Source: an optimization exercise on an open RTL-to-GDS flow (aim: small area, a short achievable clock period and few clock cycles per item). Production flows keep margins and buffers that such runs may drop. Function was checked by simulation only, so behaviour that the tests miss may differ from the original. Power and IR drop assume default switching activity.

**flow/design.v**
```verilog
module vm_fpu (
    input  wire        clk,
    input  wire        rst,
    input  wire        in_valid,
    output wire        in_ready,
    input  wire [7:0]  in_op,
    input  wire [63:0] in_a,
    input  wire [63:0] in_b,
    output reg         out_valid,
    output reg  [63:0] out_result
);
    localparam [7:0] OP_ADD = 8'h42, OP_SUB = 8'h46, OP_MUL = 8'h4A, OP_DIV = 8'h4E;
    localparam [63:0] QNAN = 64'h7FF8000000000000;
    localparam [2:0] S_IDLE = 3'd0, S_ADD = 3'd1, S_MUL = 3'd2, S_DPREP = 3'd3,
                     S_DIV = 3'd4, S_NORM = 3'd5, S_ROUND = 3'd6;
    reg  [2:0]   state;
    reg  [5:0]   count;
    reg          sa, sb;         
    reg  signed [13:0] ea, eb;   
    reg  [52:0]  ma, mb;         
    reg          rsign;          
    reg  [105:0] prod;           
    reg  [105:0] mcand;          
    reg  [52:0]  mplier;         
    reg  [53:0]  rem;            
    reg  [56:0]  quo;            
    reg  [127:0]        nval;    
    reg  signed [13:0]  nexp;    
    reg                 nsticky;
    reg  [63:0]         rsig;    
    reg  signed [13:0]  rexp;    
    reg                 rsticky;
    assign in_ready = (state == S_IDLE);
    wire accept = in_valid && in_ready;
    wire        a_s    = in_a[63];
    wire [10:0] a_e    = in_a[62:52];
    wire [51:0] a_f    = in_a[51:0];
    wire        b_s    = in_b[63] ^ (in_op == OP_SUB);
    wire [10:0] b_e    = in_b[62:52];
    wire [51:0] b_f    = in_b[51:0];
    wire a_nan  = (a_e == 11'h7FF) && (a_f != 52'd0);
    wire b_nan  = (b_e == 11'h7FF) && (b_f != 52'd0);
    wire a_inf  = (a_e == 11'h7FF) && (a_f == 52'd0);
    wire b_inf  = (b_e == 11'h7FF) && (b_f == 52'd0);
    wire a_zero = (in_a[62:0] == 63'd0);
    wire b_zero = (in_b[62:0] == 63'd0);
    wire [52:0] a_m  = {a_e != 11'd0, a_f};
    wire [52:0] b_m  = {b_e != 11'd0, b_f};
    wire signed [13:0] a_ex = (a_e == 11'd0) ? 14'sd1 : $signed({3'b000, a_e});
    wire signed [13:0] b_ex = (b_e == 11'd0) ? 14'sd1 : $signed({3'b000, b_e});
    wire        ps   = a_s ^ b_s;    
    wire [63:0] INF_P = 64'h7FF0000000000000;
    reg        special;
    reg [63:0] special_res;
    always @(*) begin
        special     = 1'b1;
        special_res = QNAN;
        case (in_op)
            OP_ADD, OP_SUB: begin
                if (a_nan || b_nan)                  special_res = QNAN;
                else if (a_inf && b_inf && a_s != b_s) special_res = QNAN;
                else if (a_inf)                      special_res = {a_s, INF_P[62:0]};
                else if (b_inf)                      special_res = {b_s, INF_P[62:0]};
                else                                 special = 1'b0;
            end
            OP_MUL: begin
                if (a_nan || b_nan)                  special_res = QNAN;
                else if ((a_inf && b_zero) || (a_zero && b_inf)) special_res = QNAN;
                else if (a_inf || b_inf)             special_res = {ps, INF_P[62:0]};
                else if (a_zero || b_zero)           special_res = {ps, 63'd0};
                else                                 special = 1'b0;
            end
            default: begin  
                if (a_nan || b_nan)                  special_res = QNAN;
                else if ((a_inf && b_inf) || (a_zero && b_zero)) special_res = QNAN;
                else if (a_inf || b_zero)            special_res = {ps, INF_P[62:0]};
                else if (a_zero || b_inf)            special_res = {ps, 63'd0};
                else                                 special = 1'b0;
            end
        endcase
    end
    wire        a_ge    = {ea, ma} >= {eb, mb};
    wire        xs      = a_ge ? sa : sb;
    wire        ys      = a_ge ? sb : sa;
    wire signed [13:0] xe = a_ge ? ea : eb;
    wire signed [13:0] ye = a_ge ? eb : ea;
    wire [52:0] xm      = a_ge ? ma : mb;
    wire [52:0] ym      = a_ge ? mb : ma;
    wire [13:0] ediff   = xe - ye;
    wire [63:0] xw      = {1'b0, xm, 10'd0};
    wire [63:0] yw      = {1'b0, ym, 10'd0};
    wire [63:0] yw_sh   = (ediff > 14'd63) ? 64'd0 : (yw >> ediff[5:0]);
    wire [63:0] yw_lost = (ediff > 14'd63) ? yw : (yw & ~({64{1'b1}} << ediff[5:0]));
    wire [63:0] yw_al   = {yw_sh[63:1], yw_sh[0] | (yw_lost != 64'd0)};
    wire [63:0] asum    = (xs == ys) ? xw + yw_al : xw - yw_al;
    wire [105:0] prod_next = mplier[0] ? prod + mcand : prod;
    function [69:0] norm64(input [63:0] v);    
        reg [63:0] t;
        reg [5:0]  c;
        begin
            t = v;
            c[5] = (t[63:32] == 32'd0); if (c[5]) t = t << 32;
            c[4] = (t[63:48] == 16'd0); if (c[4]) t = t << 16;
            c[3] = (t[63:56] == 8'd0);  if (c[3]) t = t << 8;
            c[2] = (t[63:60] == 4'd0);  if (c[2]) t = t << 4;
            c[1] = (t[63:62] == 2'd0);  if (c[1]) t = t << 2;
            c[0] = (t[63] == 1'b0);     if (c[0]) t = t << 1;
            norm64 = {c, t};
        end
    endfunction
    wire [69:0] na  = norm64({ma, 11'd0});
    wire [69:0] nb  = norm64({mb, 11'd0});
    wire [5:0]  lza = na[69:64];
    wire [5:0]  lzb = nb[69:64];
    wire [54:0] rem_diff = {1'b0, rem} - {2'b00, mb};
    wire        q_bit    = !rem_diff[54];
    wire [53:0] rem_sub  = q_bit ? rem_diff[53:0] : rem;
    wire         nz6 = (nval[127:64] == 64'd0);
    wire [127:0] ns6 = nz6 ? {nval[63:0], 64'd0} : nval;
    wire         nz5 = (ns6[127:96] == 32'd0);
    wire [127:0] ns5 = nz5 ? {ns6[95:0], 32'd0} : ns6;
    wire         nz4 = (ns5[127:112] == 16'd0);
    wire [127:0] ns4 = nz4 ? {ns5[111:0], 16'd0} : ns5;
    wire         nz3 = (ns4[127:120] == 8'd0);
    wire [127:0] ns3 = nz3 ? {ns4[119:0], 8'd0} : ns4;
    wire         nz2 = (ns3[127:124] == 4'd0);
    wire [127:0] ns2 = nz2 ? {ns3[123:0], 4'd0} : ns3;
    wire         nz1 = (ns2[127:126] == 2'd0);
    wire [127:0] ns1 = nz1 ? {ns2[125:0], 2'd0} : ns2;
    wire         nz0 = !ns1[127];
    wire [127:0] nshift = nz0 ? {ns1[126:0], 1'b0} : ns1;
    wire [6:0]   nlz = {nz6, nz5, nz4, nz3, nz2, nz1, nz0};
    wire               r_zero  = (rsig == 64'd0);
    wire               r_ovf   = (rexp >= 14'sd2047);
    wire               r_sub   = (rexp <= 14'sd0);
    wire signed [13:0] r_shamt = 14'sd1 - rexp;
    wire               r_far   = r_shamt > 14'sd63;
    wire [63:0]        r_shd   = r_far ? 64'd0 : (rsig >> r_shamt[5:0]);
    wire [63:0]        r_lostm = r_far ? 64'hFFFFFFFFFFFFFFFF : ~({64{1'b1}} << r_shamt[5:0]);
    wire               r_lost  = (rsig & r_lostm) != 64'd0;
    wire [63:0]        r_sig   = r_sub ? r_shd : rsig;
    wire               r_stk   = rsticky | (r_sub & r_lost) | (r_sig[9:0] != 10'd0);
    wire [10:0]        r_fld   = r_sub ? 11'd0 : rexp[10:0];
    wire               r_inc   = r_sig[10] & (r_stk | r_sig[11]);
    wire [62:0]        r_mag   = {r_fld, r_sig[62:11]} + {62'd0, r_inc};
    wire [63:0]        r_res   = r_zero ? {rsign, 63'd0} :
                                 r_ovf  ? {rsign, INF_P[62:0]} :
                                          {rsign, r_mag};
    reg is_add_op;
    always @(posedge clk) begin
        if (rst) begin
            state     <= S_IDLE;
            out_valid <= 1'b0;
            count     <= 6'd0;
        end else begin
            out_valid <= 1'b0;
            case (state)
                S_IDLE: begin
                    if (accept) begin
                        sa <= a_s;
                        sb <= b_s;
                        ea <= a_ex;
                        eb <= b_ex;
                        ma <= a_m;
                        mb <= b_m;
                        rsign <= ps;
                        if (special) begin
                            out_valid  <= 1'b1;
                            out_result <= special_res;
                        end else if (in_op == OP_ADD || in_op == OP_SUB) begin
                            state <= S_ADD;
                        end else if (in_op == OP_MUL) begin
                            state  <= S_MUL;
                            count  <= 6'd52;
                            prod   <= 106'd0;
                            mcand  <= {53'd0, a_m};
                            mplier <= b_m;
                        end else begin
                            state <= S_DPREP;
                        end
                    end
                end
                S_ADD: begin
                    nval    <= {asum, 64'd0};
                    nexp    <= xe + 14'sd1;
                    nsticky <= 1'b0;
                    rsign   <= (asum == 64'd0) ? (xs & ys) : xs;
                    state   <= S_NORM;
                end
                S_MUL: begin
                    prod   <= prod_next;
                    mcand  <= {mcand[104:0], 1'b0};
                    mplier <= {1'b0, mplier[52:1]};
                    count  <= count - 6'd1;
                    if (count == 6'd0) begin
                        nval    <= {prod_next, 22'd0};
                        nexp    <= ea + eb - 14'sd1022;
                        nsticky <= 1'b0;
                        state   <= S_NORM;
                    end
                end
                S_DPREP: begin
                    ma    <= na[63:11];
                    mb    <= nb[63:11];
                    ea    <= ea - $signed({8'd0, lza});
                    eb    <= eb - $signed({8'd0, lzb});
                    rem   <= {1'b0, na[63:11]};
                    quo   <= 57'd0;
                    count <= 6'd56;
                    state <= S_DIV;
                end
                S_DIV: begin
                    quo   <= {quo[55:0], q_bit};
                    rem   <= {rem_sub[52:0], 1'b0};
                    count <= count - 6'd1;
                    if (count == 6'd0) begin
                        nval    <= {quo[55:0], q_bit, 71'd0};
                        nexp    <= ea - eb + 14'sd1023;
                        nsticky <= (rem_sub != 54'd0);
                        state   <= S_NORM;
                    end
                end
                S_NORM: begin
                    rsig    <= nshift[127:64];
                    rsticky <= nsticky | (nshift[63:0] != 64'd0);
                    rexp    <= nexp - $signed({7'd0, nlz});
                    state   <= S_ROUND;
                end
                S_ROUND: begin
                    out_valid  <= 1'b1;
                    out_result <= r_res;
                    state      <= S_IDLE;
                end
                default: state <= S_IDLE;
            endcase
        end
    end
endmodule
```
**flow/run.sh**
```bash
#!/bin/bash
# synth_recipe.tcl (not shown) runs the flow's synth.tcl, then flattens the netlist and writes it again
# the make line also repeats each setting of config.mk as NAME=value (left out here)
make -C /OpenROAD-flow-scripts/flow DESIGN_CONFIG=/design/flow/config.mk WORK_HOME=/design/flow/orfs CLKGATE_MAP_FILE= SYNTH_SCRIPT=/design/flow/synth_recipe.tcl finish
```
**flow/config.mk**
```make
export PLATFORM = sky130hd
export DESIGN_NAME = vm_fpu
export DESIGN_NICKNAME = vm_fpu
export VERILOG_FILES = /design/flow/design.v
export SDC_FILE = /design/flow/constraint.sdc
export NUM_CORES = 4
export LEC_CHECK = 0
export CAP_MARGIN = 20
export CORE_MARGIN = 2
export CORE_UTILIZATION = 40
export SLEW_MARGIN = 20
```
**flow/constraint.sdc**
```tcl
create_clock -name core_clock -period 14.0 [get_ports {clk}]
set_input_delay 2.8000 -clock core_clock [delete_from_list [all_inputs] [get_ports {clk}]]
set_output_delay 2.8000 -clock core_clock [all_outputs]
set_load 0.01 [all_outputs]
```
==> results.cfg <==
[power_and_ir_drop]
p_per_area_nw_per_um2 = 193
ir_drop_v = 0.000115
leakagePower_nw = 34.1

[critical_path]
r2r_end = rsign
worstPathArrival_ns = 13.74
r2r_start = mb[43]
end_kind = register
cp_common_cell = buf_4
cp_max_fo = 30
critical_path_required_ns = 14.50
critPathLaunch = mb[43]
critPathMaxStageDelay_ns = 0.67
r2r_cells = 46
start_kind = register
reg2reg_slack_ns = 0.76
worstSetupPathType = reg2reg
crit_slowest_cell = nor4_1

[sta]
fin_tns_setup_ns = 0
finalHoldViolCount = 0
max_freq_mhz = 75.5
drv_slew = 0
period_share = 0.946
setup_viol = 0
post-route-min-period_ns = 13.24
whs_ns = 0.500
fin_skew_ns = 0.0945
grt_setup_unrepaired = false
slew_headroom = 0.0995
worst_pin_slew_ns = 1.34

[synthesis]
ys_seq_area_frac = 0.310
synthTopCellsByArea = edfxtp_1 31%, nand2_1 6.8%, ha_1 6.6%
ys_types = 104
synth_top_cell_area_share = 0.307
synth_nets = 9816
synth_area_per_cell_um2 = 8.19
synth_area_leader_cell = edfxtp_1
ys_seq_elements = 786
synth_warnings = 1
ys.flop_type = edfxtp_1
synth_edf_count = 776
synth_area_um2 = 75900
ys_async_sr_fraction = 0
synthCells = 9264

[routing]
avgViaCountPerCell = 6.46
vias = 77000
drc = 0
drt_pass1_iterations = 9
drt_iter0_markers = 9814
wl_um = 384000
wl_per_cell_um = 32.2
ant_nets = 0

[floorplan]
dieArea_um2 = 193000
start_util = 0.403
io_pins = 205
rows = 159
fp.coreArea_um2 = 188000
die_x_um = 440
die_h_um = 440

[grt]
track_usage = 0.383
antenna_found_initial = 35
grt_first_pass_wirelength_um = 536000
grt_max_degree = 150
grt_pass1_vias = 71900
overflow = 0

[finish]
fin_util = 0.453
fillCellCount = 18800
finalNetCount = 9881
stdcell_count = 11900
drive_gt1_frac = 0.0887
area_growth_pct = 12.4
final_cell_mix = 1369 x nand2_1, 942 x nor2_1, 874 x a21oi_1
design_area_um2 = 85300
layout_commonest_cell = nand2_1

[cts]
clk_pin_slew_worst_paths_ns = 0.06
htreeDepth = 3
numCtsBuffers = 96
cts_root_buf = clkbuf_16
clk_latency_ns = 0.84
post_cts_buffers = 0
post_cts_resize_count = 0
cts_tree = yes
holdBufCountCts = 0
clockBufferDepth = 3
clkSinkCount = 786

[min_path]
hold_start = mplier[32]
worstHoldPathType = reg2reg
whs_endpoint = mplier[31]
hold_path_depth = 2

[place]
place_inst = 11700
port_buffers = 204
gp_congestion = 1.06
placed_area_um2 = 81800
place.detailed.hpwl_um = 305000

[run]
drv_cap = 0

[outcome]
status = no timing/DRC/antenna violations
## power breakdown
group          switching [mW]  total, mW  internal (mW)  leakage [nW]
combinational            6.64       9.91           3.27          25.1
sequential              0.499       3.78           3.28          7.28
clock                    1.17       2.79           1.62          1.66
## state kept, by name (all words and copies together) (netlist names), 14 cells and up
signal      flops
mb             53
rem            54
eb             14
nval          106
nexp           14
ma             53
rsig           64
mcand         106
mplier         53
ea             14
out_result     64
rexp           14
prod          106
quo            56
## logic make-up after synthesis
| logic type | synth area share |
|---|---|
| compound gates | 0.215 |
| xor+xnor | 0.0359 |
| fa+ha+maj | 0.0697 |
| buf+inv | 0.0479 |
| flops | 0.310 |
| mux | 0.113 |
| simple gates | 0.209 |
## worst max path at each step
| stage | to | slack, ns | cells past startpoint |
|---|---|---|---|
| detailed placement | rsign | 1.18 | 45 |
| global placement | rsign | 1.12 | 45 |
| floorplan | mcand[0] | 1.10 | 7 |
| finish | rsign | 0.76 | 46 |
| global route | rsign | 0.05 | 47 |
| CTS | rsign | 1.11 | 46 |
## worst max-delay path, delay by kind of cell (launching register included)
family | cells | cell delay (ns)
flops | 1 | 0.65
compound gates | 25 | 5.87
simple gates | 11 | 3.76
xor+xnor | 1 | 0.18
buf+inv | 7 | 1.74
fa+ha+maj | 2 | 0.72
## Yosys cell counts (52+ instances only)
master       n
nand2b_1    75
xor2_1     104
mux2i_1    492
a211o_1     54
nor2_1     949
inv_1      329
o21ai_0    703
ha_1       399
a21oi_1    879
xnor2_1    207
a31oi_1     84
o211ai_1    62
a211oi_1    78
nand4_1    111
clkbuf_1   452
nand3_1    148
nor4_1     146
mux4_2     123
a21o_1     186
edfxtp_1   776
nand2_1   1374
nor2b_1     64
and3_1     182
buf_1       93
nor3_1     202
and2_1      52
mux2_2      77
or3_1       61
o21bai_1    76
## through the flow
stage	setup WS [ns]	power [mW]
floorplan	1.10	9.51
detailed placement	1.18	13.4
finish	0.755	16.5
global placement	1.12	13.4
CTS	1.11	16.2
global route	0.0520	17.1
## routing by layer
metal | wire, um | vias up | part of all wire | track usage
met3 | 30700 | 917 | 0.080 | 0.0595
met1 | 153000 | 37600 | 0.40 | 0.492
met5 | 110 | - | 0.00029 | 0.000248
met2 | 173000 | 4140 | 0.45 | 0.610
li1 | - | 34300 | - | -
met4 | 26500 | 14 | 0.069 | 0.224
## final cells by class
type / count / area [um2] / share of cell area
timing repair buffer: 560 / 4850 / 0.0569
tap: 2495 / 3120 / 0.0366
inverter: 339 / 1270 / 0.0149
sequential: 786 / 23500 / 0.275
multi-input combinational: 7546 / 49100 / 0.575
clock buffer: 114 / 2520 / 0.0295
clock inverter: 65 / 947 / 0.0111
antenna: 7 / 17.5 / 0.000205
Testbench counts, summed over its fixed seeds: cycles 135,695, ops 4,800.

## re-timing with driven ports
The flow's constraints put no driver on any port. The routed layout listed below was extracted and timed again, unchanged, in two steps. Step 1, drivers: a clkbuf_16 drives clk and a buf_2 each remaining input, both assumed. Step 2, shift: input delay + t, output delay - t, t = (earliest + latest rising clock arrival at the registers) / 2. This alone moves slack from input paths to output paths. Three values: ideal, step 1, step 2; two values: the first two.
t, ns: 0.889
setup WS [ns]: 0.755 / 0.755 / 0.755
worst setup path at the end: register to register
clock arrival spread, ns: 0.099 / 0.098
After both steps this run still meets setup and hold. For this run, drivers alone change the setup slack by 0.000 ns; drivers and shift together by 0.000 ns.
